Context: an optimization exercise on an open-source flow, tuned for small area, a short achievable clock period and few clock cycles per item. The choices shown serve that exercise and are no tape-out recipe. Only simulation tests tie the RTL to the original design; equivalence was not proved. No activity file was given, so power comes from the tool's default toggle rates.

Setup of build 47:
==> flow/design.v <==
module lora_rx_decoder (
    input  wire        clk,
    input  wire        rst,           
    input  wire        start,
    input  wire [3:0]  cfg_sf,        
    input  wire [3:0]  cfg_ppm,       
    input  wire [2:0]  cfg_rdd,       
    input  wire        cfg_explicit,  
    input  wire        sym_valid,
    output wire        sym_ready,
    input  wire [15:0] sym_data,
    output wire        out_valid,
    input  wire        out_ready,
    output wire [7:0]  out_data
);
    reg  [3:0]  sh;                   
    reg  [3:0]  sf;                   
    reg  [3:0]  pm1;                  
    reg  [2:0]  rdd;
    reg         expl;
    reg         in_v;
    reg  [11:0] in_u;                 
    reg  [11:0] sb [0:7];
    reg  [2:0]  m;                    
    reg  [2:0]  r;                    
    reg         ld_hdr;               
    reg         sb_full;
    reg         first_x;              
    reg  [11:0] cb [0:7];
    reg  [3:0]  j;                    
    reg         cw_v;
    reg         cw_hdr;
    reg         q_v;
    reg  [7:0]  q_cw;
    reg  [3:0]  q_key;
    reg         q_hdr;
    reg         ov;
    reg  [5:0]  od;
    reg  [7:0]  s;
    reg         widx;
    wire [3:0] ppm_eff = (cfg_ppm == 4'd0) ? cfg_sf : cfg_ppm;
    wire a_free  = ~ov | out_ready;
    wire q_adv   = q_v & a_free;
    wire take    = cw_v & (~q_v | q_adv);
    wire cw_last = (j == pm1);
    wire xfer    = sb_full & (~cw_v | (take & cw_last));
    wire s1_go   = in_v & (~sb_full | xfer);
    wire [2:0] wl1 = ld_hdr ? 3'd7 : (3'd3 + rdd);    
    wire ld_last = (m == wl1);
    reg  rdy;
    assign sym_ready = rdy;
    wire acc = sym_valid & rdy;
    reg  [11:0] below, pa0, pa1, pa2, pa3, cy;
    integer ci;
    always @* begin
        for (ci = 0; ci < 12; ci = ci + 1)
            below[ci] = (ci + 1 < sh);
        pa0 = sym_data[11:0] | below;
        for (ci = 0; ci < 12; ci = ci + 1) begin
            pa1[ci] = (ci >= 1) ? pa0[ci] & pa0[ci-1] : pa0[ci];
        end
        for (ci = 0; ci < 12; ci = ci + 1) begin
            pa2[ci] = (ci >= 2) ? pa1[ci] & pa1[ci-2] : pa1[ci];
        end
        for (ci = 0; ci < 12; ci = ci + 1) begin
            pa3[ci] = (ci >= 4) ? pa2[ci] & pa2[ci-4] : pa2[ci];
        end
        for (ci = 0; ci < 12; ci = ci + 1) begin
            cy[ci] = (sh != 4'd0) & ~below[ci] &
                     ((ci == 0) ? 1'b1 :
                      (ci - 1 >= 8) ? pa3[ci-1] & pa3[ci-9] : pa3[ci-1]);
        end
    end
    wire [11:0] u_in = sym_data[11:0] ^ cy;
    reg  [11:0] gm;
    always @* for (ci = 0; ci < 12; ci = ci + 1) gm[ci] = (ci + 1 < sf);
    wire [11:0] G     = in_u ^ ({1'b0, in_u[11:1]} & gm);
    wire [4:0]  sa    = {1'b0, sh} + 5'd7 - {2'b0, r};
    wire [18:0] Gx    = {G, 7'd0};
    wire [18:0] A     = Gx >> sa;
    wire [11:0] B     = G >> (sf - {1'b0, r});
    reg  [11:0] rot;
    always @* for (ci = 0; ci < 12; ci = ci + 1) rot[ci] = (ci < r) ? B[ci] : A[ci];
    wire [7:0] cw = {cb[7][j], cb[6][j], cb[5][j], cb[4][j],
                     cb[3][j], cb[2][j], cb[1][j], cb[0][j]};
    wire use_key = ~(cw_hdr & expl & (j < 4'd5));
    wire [3:0] key = widx ? {s[0], s[1], s[2], s[3]} : {s[4], s[5], s[6], s[7]};
    wire [2:0] cur_rdd = q_hdr ? 3'd4 : rdd;
    wire b0 = q_cw[0], b1 = q_cw[1], b2 = q_cw[2], b3 = q_cw[3];
    wire b4 = q_cw[4], b5 = q_cw[5], b6 = q_cw[6], b7 = q_cw[7];
    wire p0 = b0 ^ b1 ^ b2 ^ b4;
    wire p1 = b1 ^ b2 ^ b3 ^ b5;
    wire p2 = b0 ^ b1 ^ b3 ^ b6;
    wire p3 = b0 ^ b2 ^ b3 ^ b7;
    wire [3:0] s84 = {p3, p2, p1, p0};
    wire [2:0] s74 = {p2, p1, p0};
    reg [3:0] flip;
    reg       dec_e, dec_b;
    always @* begin
        flip  = 4'd0;
        dec_e = 1'b0;
        dec_b = 1'b0;
        case (cur_rdd)
            3'd1: dec_e = b4 ^ (b0 ^ b1 ^ b2 ^ b3);
            3'd2: dec_e = (b4 ^ (b0 ^ b1 ^ b2)) | (b5 ^ (b1 ^ b2 ^ b3));
            3'd3: begin
                dec_e = (s74 != 3'd0);
                case (s74)
                    3'd5: flip = 4'h1;
                    3'd7: flip = 4'h2;
                    3'd3: flip = 4'h4;
                    3'd6: flip = 4'h8;
                    default: ;
                endcase
            end
            3'd4: begin
                dec_e = (s84 != 4'd0);
                case (s84)
                    4'hD: flip = 4'h1;
                    4'h7: flip = 4'h2;
                    4'hB: flip = 4'h4;
                    4'hE: flip = 4'h8;
                    4'h0, 4'h1, 4'h2, 4'h4, 4'h8: ;
                    default: dec_b = 1'b1;
                endcase
            end
            default: ;
        endcase
    end
    wire [3:0] dec_d = q_cw[3:0] ^ flip ^ q_key;
    assign out_valid = ov;
    assign out_data  = {2'b00, od};
    integer i;
    always @(posedge clk) begin
        if (acc) begin
            in_u  <= u_in;
        end
        if (s1_go)
            sb[m] <= rot;
        for (i = 0; i < 8; i = i + 1)
            if (xfer)
                cb[i] <= sb[i];
        if (q_adv)
            od <= {dec_b, dec_e, dec_d};
        if (take) begin
            q_cw  <= cw;
            q_key <= use_key ? key : 4'd0;
            q_hdr <= cw_hdr;
        end
    end
    wire in_v_n    = acc | (in_v & ~s1_go);
    wire sb_full_n = (s1_go & ld_last) | (sb_full & ~xfer);
    wire cw_v_n    = xfer | (cw_v & ~(take & cw_last));
    always @(posedge clk) begin
        if (rst | start)
            rdy <= ~rst;
        else
            rdy <= ~in_v_n | ~sb_full_n | ~cw_v_n;
        if (start) begin
            sh   <= (cfg_ppm == 4'd0) ? 4'd0 : cfg_sf - cfg_ppm;
            sf   <= cfg_sf;
            pm1  <= ppm_eff - 4'd1;
            rdd  <= cfg_rdd;
            expl <= cfg_explicit;
        end
        if (rst | start) begin
            in_v    <= 1'b0;
            m       <= 3'd0;
            r       <= 3'd0;
            ld_hdr  <= 1'b1;
            sb_full <= 1'b0;
            first_x <= 1'b1;
            cw_v    <= 1'b0;
            cw_hdr  <= 1'b1;
            j       <= 4'd0;
            ov      <= 1'b0;
            q_v     <= 1'b0;
            s       <= 8'hFF;
            widx    <= 1'b0;
        end else begin
            if (acc)
                in_v <= 1'b1;
            else if (s1_go)
                in_v <= 1'b0;
            if (s1_go) begin
                if (ld_last) begin
                    m      <= 3'd0;
                    r      <= 3'd0;
                    ld_hdr <= 1'b0;
                end else begin
                    m <= m + 3'd1;
                    r <= ({1'b0, r} == pm1) ? 3'd0 : r + 3'd1;
                end
            end
            if (s1_go & ld_last)
                sb_full <= 1'b1;
            else if (xfer)
                sb_full <= 1'b0;
            if (xfer) begin
                cw_v    <= 1'b1;
                cw_hdr  <= first_x;
                first_x <= 1'b0;
                j       <= 4'd0;
            end else if (take) begin
                if (cw_last)
                    cw_v <= 1'b0;
                j <= j + 4'd1;
            end
            if (a_free)
                ov <= q_adv;
            if (take)
                q_v <= 1'b1;
            else if (q_adv)
                q_v <= 1'b0;
            if (take & use_key) begin
                if (widx)
                    s <= {s[0] ^ s[2] ^ s[3] ^ s[4], s[7:1]};
                widx <= ~widx;
            end
        end
    end
endmodule
==> flow/config.mk <==
export PLATFORM = sky130hd
export DESIGN_NAME = lora_rx_decoder
export DESIGN_NICKNAME = lora_rx_decoder
export VERILOG_FILES = /design/flow/design.v
export SDC_FILE = /design/flow/constraint.sdc
export NUM_CORES = 4
export LEC_CHECK = 0
export CAP_MARGIN = 20
export CORE_MARGIN = 2
export CORE_UTILIZATION = 40
export SLEW_MARGIN = 20
==> flow/constraint.sdc <==
create_clock -name core_clock -period 9.0 [get_ports {clk}]
set_input_delay 1.8000 -clock core_clock [delete_from_list [all_inputs] [get_ports {clk}]]
set_output_delay 1.8000 -clock core_clock [all_outputs]
set_load 0.01 [all_outputs]
standard.sh (not shown) runs the stock make flow with config.mk's settings and CLKGATE_MAP_FILE= SYNTH_SCRIPT=/design/flow/synth_recipe.tcl, a recipe that flattens the netlist after the stock synthesis.
==> flow/flow/run.sh <==
#!/bin/bash
bash standard.sh 'SETUP_SLACK_MARGIN=6.0' 'MATCH_CELL_FOOTPRINT=0' 'BUFFER_PORTS_ARGS=-buffer_cell sky130_fd_sc_hd__buf_2' 'CTS_BUF_LIST=sky130_fd_sc_hd__clkbuf_8' 'CTS_CLUSTER_SIZE=16' 'CTS_CLUSTER_DIAMETER=60' 'ABC_AREA=1' finish > standard.log 2>&1
Testbench counts of build 47, summed over its fixed seeds: cycles 8,128, bytes 6,173.
diff inputs: build 47 => build 86
==> flow/flow/run.sh <==
#!/bin/bash
bash standard.sh 'SETUP_SLACK_MARGIN=6.2' 'MATCH_CELL_FOOTPRINT=0' 'BUFFER_PORTS_ARGS=-buffer_cell sky130_fd_sc_hd__buf_2' 'CTS_BUF_LIST=sky130_fd_sc_hd__clkbuf_8' 'CTS_CLUSTER_SIZE=16' 'CTS_CLUSTER_DIAMETER=60' 'ABC_AREA=1' 'CORE_UTILIZATION=55' finish > standard.log 2>&1
## What came out
- Run comparison: build 47 category of the most critical setup path in -> reg; build 86 category of the most critical setup path reg -> out
- Between build 47 and build 86, overall power after layout is lower for build 47, build 86 comes in above that.
- Per the comparison of build 86 with build 47, core utilization picked up an extra 19 points; initial cell density of the core higher.
- There was hardly any difference in routed length on met2 between build 86 and build 47.
--- input diff build 86..build 48 ---
- CTS_BUF_LIST newly set to sky130_fd_sc_hd__clkbuf_8
- ABC_AREA newly set to 1
- CTS_CLUSTER_DIAMETER newly set to 60
- SETUP_SLACK_MARGIN newly set to 5
- CTS_CLUSTER_SIZE newly set to 16
==> flow/flow/run.sh <==
#!/bin/bash
# The standard layout (standard.sh: standard synthesis and ORFS flow) with:
#  - resizing not tied to the cell footprint;
#  - the port buffers made with buf_2 cells.
bash standard.sh SETUP_SLACK_MARGIN=6.2 MATCH_CELL_FOOTPRINT=0 \
    'BUFFER_PORTS_ARGS=-buffer_cell sky130_fd_sc_hd__buf_2' finish > standard.log 2>&1
### Flow results
Tap cell count: build 48 > build 86. Count of placed standard cells including taps went up by a little under 10% going from build 86 to build 48. Max fraction of the cycle the final worst path needs across build 86 and build 48: build 48.
Edits applied to the flow inputs when going from build 48 to build 63:
- clearing CTS_BUF_LIST, which used to be sky130_fd_sc_hd__clkbuf_8
- clearing ABC_AREA, which used to be 1
- clearing SETUP_SLACK_MARGIN, which used to be 5
- clearing CTS_CLUSTER_SIZE, which used to be 16
- clearing CTS_CLUSTER_DIAMETER, which used to be 60
==> flow/flow/run.sh <==
#!/bin/bash
bash standard.sh 'SETUP_SLACK_MARGIN=6.0' 'MATCH_CELL_FOOTPRINT=0' 'BUFFER_PORTS_ARGS=-buffer_cell sky130_fd_sc_hd__buf_2' 'CTS_BUF_LIST=sky130_fd_sc_hd__clkbuf_8' 'CTS_CLUSTER_SIZE=20' 'CTS_CLUSTER_DIAMETER=70' finish > standard.log 2>&1
- Relative to build 48, via count has decreased by 1112 in build 63.
- Final instance count without filler cells, build 63 vs build 48: down by more than 10%
- Lower delay of the slowest cell on the worst path goes to build 63 over build 48.
- Source of the critical timing path = out_ready: build 63; source of the critical timing path = od[4]$_DFFE_PP_: build 48
Modified inputs, build 79 compared to build 63
==> flow/flow/run.sh <==
#!/bin/bash
bash standard.sh 'SETUP_SLACK_MARGIN=6.2' 'MATCH_CELL_FOOTPRINT=0' 'BUFFER_PORTS_ARGS=-buffer_cell sky130_fd_sc_hd__buf_2' 'CTS_BUF_LIST=sky130_fd_sc_hd__clkbuf_8' 'CTS_CLUSTER_SIZE=16' 'CTS_CLUSTER_DIAMETER=60' 'ABC_AREA=1' finish > standard.log 2>&1
### Flow results
- Build 79 and build 63 ended up with roughly the same synthesized area.
- Global-route wire length before repair, build 63 and build 79: lower on build 63
- Compare build 63 and build 79 | post-synthesis simple-gate area fraction lower: build 63
- Summary of build 79 over build 63: number of DRC violations after detailed-routing iteration 0 fell by 11; post-synthesis to final-layout area growth rose by 2.0 points; register share of the cell area fell by 0.84 points; cell count after placement rose by 21%; total clock buffers created by CTS rose by 3.
- Count of multi-input gates in build 79 vs build 63: up about 40%
- Compared with build 63, build 79 is hungrier on power.
- NOTE wire length build 63->build 79 increased by a little under 10%

[afterwards: timing with drivers on the ports]
No port has a modelled driver above. Below, the same layouts with a new extraction and two added sets of constraints. Step 1 assumes that a clkbuf_16 drives the clock port and a buf_2 every other input. Step 2 times the ports against the registers' clock, not the clock port: input delays grow and output delays shrink by t, the midpoint of the rising clock arrivals with the driver on. Slacks: no drivers / after step 1 / after step 2; pairs: no drivers / after step 1.
| run | t (ns) | setup slack, ns | hold slack, ns | latest minus earliest clock arrival (ns) | worst register clock-pin slew, ns |
|---|---|---|---|---|---|
| build 47 | 0.603 | 6.044 / 6.054 / 5.451 | 0.415 / 0.415 / 0.415 | 0.035 / 0.035 | 0.10 / 0.10 |
| build 86 | 0.578 | 6.135 / 6.089 / 5.662 | 0.403 / 0.403 / 0.403 | 0.037 / 0.037 | 0.10 / 0.10 |
| build 48 | 0.587 | 6.121 / 6.075 / 5.583 | 0.400 / 0.400 / 0.400 | 0.033 / 0.034 | 0.10 / 0.10 |
| build 63 | 0.587 | 6.075 / 6.080 / 5.494 | 0.405 / 0.405 / 0.405 | 0.028 / 0.029 | 0.12 / 0.12 |
| build 79 | 0.587 | 6.121 / 6.075 / 5.583 | 0.400 / 0.400 / 0.400 | 0.033 / 0.034 | 0.10 / 0.10 |
After both steps every run listed still meets setup and hold. The setup slack of build 47, which loses most, moves by +0.010 ns with the drivers and by -0.593 ns with both steps.
